This design comes from an exercise in tuning for small area, a short achievable clock period and few clock cycles on the open sky130 flow, not from production work.
The RTL was checked by simulation tests, not by an equivalence proof against the original design.
Power is estimated from default activity; no workload was simulated.

==> inputs of exp/raven <==
Design pse_query, start of the top module:
module pse_query (
    input  wire               clk,
    input  wire               rst,
    input  wire               start,
    input  wire [2:0]         op,
    input  wire signed [31:0] qx0,
    input  wire signed [31:0] qy0,
    input  wire signed [31:0] qx1,
    input  wire signed [31:0] qy1,
    input  wire [12:0]        tab_w,
    input  wire [12:0]        tab_h,
    output wire               ready,
    output reg                done,
    output reg                fault,
    output reg  [31:0]        res_u32,
    output wire [63:0]        res_f64,
    output reg  [11:0]        rect_x0,
    output reg  [11:0]        rect_y0,
    output reg  [11:0]        rect_x1,
    output reg  [11:0]        rect_y1,
    output reg                mem_req,
    output reg                mem_tab,
    output reg  [23:0]        mem_addr,
    input  wire [31:0]        mem_rdata
);
clock: 12.0 ns
lec_check: 0
cap_margin: 20
core_margin: 2
core_utilization: 40
setup_slack_margin: 5
slew_margin: 20
run.sh (not shown) runs the stock make flow with config.mk's settings and CLKGATE_MAP_FILE= SYNTH_SCRIPT=/design/flow/synth_recipe.tcl, a recipe that flattens the netlist after the stock synthesis.
==> inputs of exp/amber, as changes to exp/raven <==
--- a/flow/design.v
+++ b/flow/design.v
@@ -1,16 +1,14 @@
 module pse_clamp (
     input  wire signed [31:0] v,
     input  wire [11:0]        hi,
-    output wire [11:0]        c,
-    output wire               oob
+    output wire [11:0]        c
 );
     wire over = (v[30:12] != 19'd0) || (v[11:0] > hi);
-    assign c   = v[31] ? 12'd0 :
-                 over  ? hi    :
-                         v[11:0];
-    assign oob = v[31] || over;
+    assign c = v[31] ? 12'd0 :
+               over  ? hi    :
+                       v[11:0];
 endmodule
 module pse_u2f #(
     parameter W  = 32,
     parameter LW = 6
 ) (
@@ -62,27 +60,27 @@
     assign ready = !l_full;
     wire [32:0]        dx   = {l_x1[31], l_x1} - {l_x0[31], l_x0};
     wire [32:0]        dy   = {l_y1[31], l_y1} - {l_y0[31], l_y0};
     wire               x_sw = dx[32];
     wire               y_sw = dy[32];
+    wire signed [31:0] nx0 = x_sw ? l_x1 : l_x0;
+    wire signed [31:0] nx1 = x_sw ? l_x0 : l_x1;
+    wire signed [31:0] ny0 = y_sw ? l_y1 : l_y0;
+    wire signed [31:0] ny1 = y_sw ? l_y0 : l_y1;
     wire [11:0] wmax = l_w[11:0] - 12'd1;
     wire [11:0] hmax = l_h[11:0] - 12'd1;
-    wire [11:0] kx0, kx1, ky0, ky1;
-    wire        ox0, oy0;
-    pse_clamp u_kx0 (.v(l_x0), .hi(wmax), .c(kx0), .oob(ox0));
-    pse_clamp u_kx1 (.v(l_x1), .hi(wmax), .c(kx1), .oob());
-    pse_clamp u_ky0 (.v(l_y0), .hi(hmax), .c(ky0), .oob(oy0));
-    pse_clamp u_ky1 (.v(l_y1), .hi(hmax), .c(ky1), .oob());
-    wire [11:0] cx0 = x_sw ? kx1 : kx0;
-    wire [11:0] cx1 = x_sw ? kx0 : kx1;
-    wire [11:0] cy0 = y_sw ? ky1 : ky0;
-    wire [11:0] cy1 = y_sw ? ky0 : ky1;
+    wire [11:0] cx0, cx1, cy0, cy1;
+    pse_clamp u_cx0 (.v(nx0), .hi(wmax), .c(cx0));
+    pse_clamp u_cx1 (.v(nx1), .hi(wmax), .c(cx1));
+    pse_clamp u_cy0 (.v(ny0), .hi(hmax), .c(cy0));
+    pse_clamp u_cy1 (.v(ny1), .hi(hmax), .c(cy1));
     wire [32:0] qw = x_sw ? ~dx + 33'd2 : dx + 33'd1;     
     wire [32:0] qh = y_sw ? ~dy + 33'd2 : dy + 33'd1;
     wire        xen = (cx0 != 12'd0);
     wire        yen = (cy0 != 12'd0);
-    wire trd_oob = ox0 || oy0;
+    wire trd_oob = l_x0[31] || (l_x0[30:12] != 19'd0) || (l_x0[11:0] > wmax) ||
+                   l_y0[31] || (l_y0[30:12] != 19'd0) || (l_y0[11:0] > hmax);
     wire l_trd   = (l_op == OP_TRDS) || (l_op == OP_TRDN);
     wire l_fault = (l_op[2:1] == 2'b11) || (l_trd && trd_oob);
     wire l_qavg  = (l_op == OP_QAVG);
     wire [3:0] tmask = {xen && yen, yen, xen, 1'b1};
     reg  [7:0] l_mask;
@@ -125,21 +123,22 @@
     wire [31:0] acc_nx = a_first ? mem_rdata : a_neg ? acc_o - mem_rdata : acc_o + mem_rdata;
     reg        m2_v;          
     reg        m2_fault;
     reg [31:0] m2_u32;
     reg [11:0] m2_rx0, m2_ry0, m2_rx1, m2_ry1;
+    reg [52:0] m_prod;
+    reg [6:0]  m_pexp;
     reg        mu_busy, mu_fin;
     reg        mu_nrm;         
     reg [32:0] mu_w;           
     reg [33:0] mu_h;           
     reg [32:0] mu_acc;
     reg [4:0]  mu_cnt;         
     reg signed [7:0] mu_exp;
     wire [32:0] wn;
     wire [5:0]  wlz;
-    wire        nz_norm;
-    pse_u2f #(.W(33), .LW(6)) u_wn (.val(nz_norm ? {1'b0, acc_n} : mu_w), .mant(wn), .lz(wlz));
+    pse_u2f #(.W(33), .LW(6)) u_wn (.val(mu_w), .mant(wn), .lz(wlz));
     reg  [5:0]  hlen;          
     integer hi;
     always @* begin
         hlen = 6'd0;
         for (hi = 0; hi < 34; hi = hi + 1)
@@ -185,10 +184,13 @@
     reg             be_top;       
     reg [3:0]       be_est;       
     wire [31:0] sn;
     wire [4:0]  slz;
     pse_u2f #(.W(32), .LW(5)) u_sn (.val(acc_s), .mant(sn), .lz(slz));
+    wire [31:0] nn;
+    wire [4:0]  nlz;
+    pse_u2f #(.W(32), .LW(5)) u_nn (.val(acc_n), .mant(nn), .lz(nlz));
     wire [55:0] dv_d = {3'b000, be_d};
     reg  [55:0] dv_s, dv_c, dv_a, dv_ys, dv_yc;
     reg  [3:0]  dv_est, dv_ep, dv_ez, dv_en;
     reg  [K-1:0] dv_qp, dv_qn;
     integer k;
@@ -255,11 +257,10 @@
     wire m_out    = (au_n != 2'd0) && au_cmpl && !m2_v;
     wire hand     = m_out && !be_busy && (!m_qavg || m_prod_ok);
     wire mv       = m_out && be_busy && !m_avg;      
     wire m2_out   = m2_v && !be_busy;
     wire h_zero   = (acc_s == 32'd0) || (m_nzavg && acc_n == 32'd0);
-    assign nz_norm = hand && m_avg && !h_zero && !m_qavg;
     always @(posedge clk) begin
         if (rst) begin
             l_full    <= 1'b0;
             i_act     <= 1'b0;
             i_started <= 1'b0;
@@ -311,12 +312,12 @@
             if (prep) begin
                 i_act     <= 1'b1;
                 i_started <= 1'b0;
                 i_mask    <= l_mask;
                 i_noreq   <= l_fault;
-                i_x1      <= l_trd ? kx0 : cx1;
-                i_y1      <= l_trd ? ky0 : cy1;
+                i_x1      <= l_trd ? l_x0[11:0] : cx1;
+                i_y1      <= l_trd ? l_y0[11:0] : cy1;
                 i_x0m     <= cx0 - 12'd1;
                 i_y0m     <= cy0 - 12'd1;
                 i_w       <= l_w;
                 i_avg     <= !l_fault && (l_op == OP_QAVG || l_op == OP_QNZAVG);
                 i_qavg    <= l_op == OP_QAVG;
@@ -329,11 +330,11 @@
                 mu_fin  <= 1'b0;
                 mu_nrm  <= 1'b1;
                 mu_w    <= qw;
                 mu_h    <= {1'b0, qh};
                 mu_acc  <= 33'd0;
-            end else if (mu_busy && mu_nrm && !nz_norm) begin
+            end else if (mu_busy && mu_nrm) begin
                 mu_nrm  <= 1'b0;
                 mu_w    <= wn;
                 mu_exp  <= -$signed({2'b00, wlz});
                 mu_cnt  <= hlen[5:1] + {4'd0, hlen[0]};
             end else if (mu_busy && !mu_fin) begin
@@ -363,11 +364,14 @@
                 m_ry0     <= i_y0m + 12'd1;
                 m_rx1     <= i_x1;
                 m_ry1     <= i_y1;
                 m_prod_ok <= 1'b0;
             end else if (m_qavg && !m_prod_ok && mu_busy && mu_fin) begin
+                m_prod    <= pr_mant;
+                m_pexp    <= pr_exp[6:0];
                 m_prod_ok <= 1'b1;
+                mu_busy   <= 1'b0;
             end
             case ({issue && !i_started, hand || mv})
                 2'b10:   au_n <= au_n + 2'd1;
                 2'b01:   au_n <= au_n - 2'd1;
                 default: ;
@@ -383,11 +387,10 @@
                 m2_ry1   <= m_ry1;
                 m2_fault <= m_fault;
             end else if (m2_out) begin
                 m2_v     <= 1'b0;
             end
-            if (hand && m_qavg) mu_busy <= 1'b0;      
             if (m2_out) begin
                 res_u32 <= m2_u32;
                 rect_x0 <= m2_rx0;
                 rect_y0 <= m2_ry0;
                 rect_x1 <= m2_rx1;
@@ -412,15 +415,15 @@
                     be_ws   <= {4'd0, sn, 20'd0};      
                     be_wc   <= 56'd0;
                     be_est  <= 4'b0001;
                     be_qp   <= 56'd0;
                     if (m_qavg) begin
-                        be_d <= pr_mant;
-                        be_e <= $signed({3'b000, 5'd31 - slz}) - $signed({1'b0, pr_exp[6:0]});
+                        be_d <= m_prod;
+                        be_e <= $signed({3'b000, 5'd31 - slz}) - $signed({1'b0, m_pexp});
                     end else begin
-                        be_d <= {wn[32:1], 21'd0};
-                        be_e <= $signed({3'b000, 5'd31 - slz}) - $signed({2'b00, 6'd32 - wlz});
+                        be_d <= {nn, 21'd0};
+                        be_e <= $signed({3'b000, 5'd31 - slz}) - $signed({3'b000, 5'd31 - nlz});
                     end
                 end
             end else if (be_busy) begin
                 if (be_cnt != 5'd0) begin
                     be_ws  <= dv_s;
Settings changed: CAP_MARGIN 20 to 0, SLEW_MARGIN 20 to 0.
==> inputs of exp/zinc, as changes to exp/raven <==
Settings changed: TNS_END_PERCENT set to 0.
==> qor summary <==
| metric | exp/zinc | exp/raven | exp/amber |
|---|---|---|---|
| Critical Path Stages | 17 | 31 | 34 |
| Multi-input combinational gate total | 6504 | 6511 | 6837 |
| Synthesis-to-finish area growth | 13.4% | 15.0% | 15.2% |
| Initial Utilization | 40.2% | 40.2% | 40.2% |
| Adder-cell share of the synthesized area | 18.7% | 18.7% | 18.1% |
| Count of plain and timing-repair buffers | 529 | 602 | 624 |
| Combinational power | 4.94 mW | 5.27 mW | 4.40 mW |
| Number of diodes added for antenna fixing | 1 | 7 | 12 |
| # clock sinks | 912 | 912 | 972 |
| Seq group | 3.94 mW | 3.94 mW | 4.08 mW |
| Run status | no timing/DRC/antenna violations | complete, but fails checks | no timing/DRC/antenna violations |
| Violated checks | - | antenna rules | - |
| M2 GR Usage | 41.2% | 41.3% | 40.5% |
| Time the final worst path needs with I/O delays and setup | 7.12 ns | 6.89 ns | 6.95 ns |
| Crit-path max FO | 62 | 8 | 7 |
| EDFF count, synth | 894 | 894 | 954 |
Testbench counts of exp/raven, summed over its fixed seeds: cycles 34,997.
Testbench counts of exp/amber, summed over its fixed seeds: cycles 34,915.
Testbench counts of exp/zinc, summed over its fixed seeds: cycles 34,997.

re-timing with driven ports:
No port has a modelled driver above. Below, the same layouts with a new extraction and two added sets of constraints.
Step 1 assumes that a clkbuf_16 drives the clock port and a buf_2 every other input.
Step 2 adds t to the input delays and takes it off the output delays; t is the mean of the earliest and latest rising clock arrival at the registers after step 1. Input paths then give back, and output paths get back, about the clock's delay inside the block.
Slacks: ideal / step 1 / step 2; pairs: ideal / step 1.
run | t, ns | setup slack, ns | hold slack, ns | clock arrival spread, ns | cell pins on the clock port's net
exp/raven | 0.854 | 5.107 / 5.107 / 4.619 | 0.417 / 0.417 / 0.417 | 0.065 / 0.064 | 1
exp/amber | 0.867 | 5.055 / 5.055 / 4.469 | 0.423 / 0.423 / 0.423 | 0.034 / 0.035 | 1
exp/zinc | 0.839 | 4.883 / 4.809 / 4.201 | 0.419 / 0.419 / 0.419 | 0.061 / 0.060 | 1
For exp/zinc, which loses most, drivers alone change the setup slack by -0.074 ns; drivers and shift together by -0.682 ns.
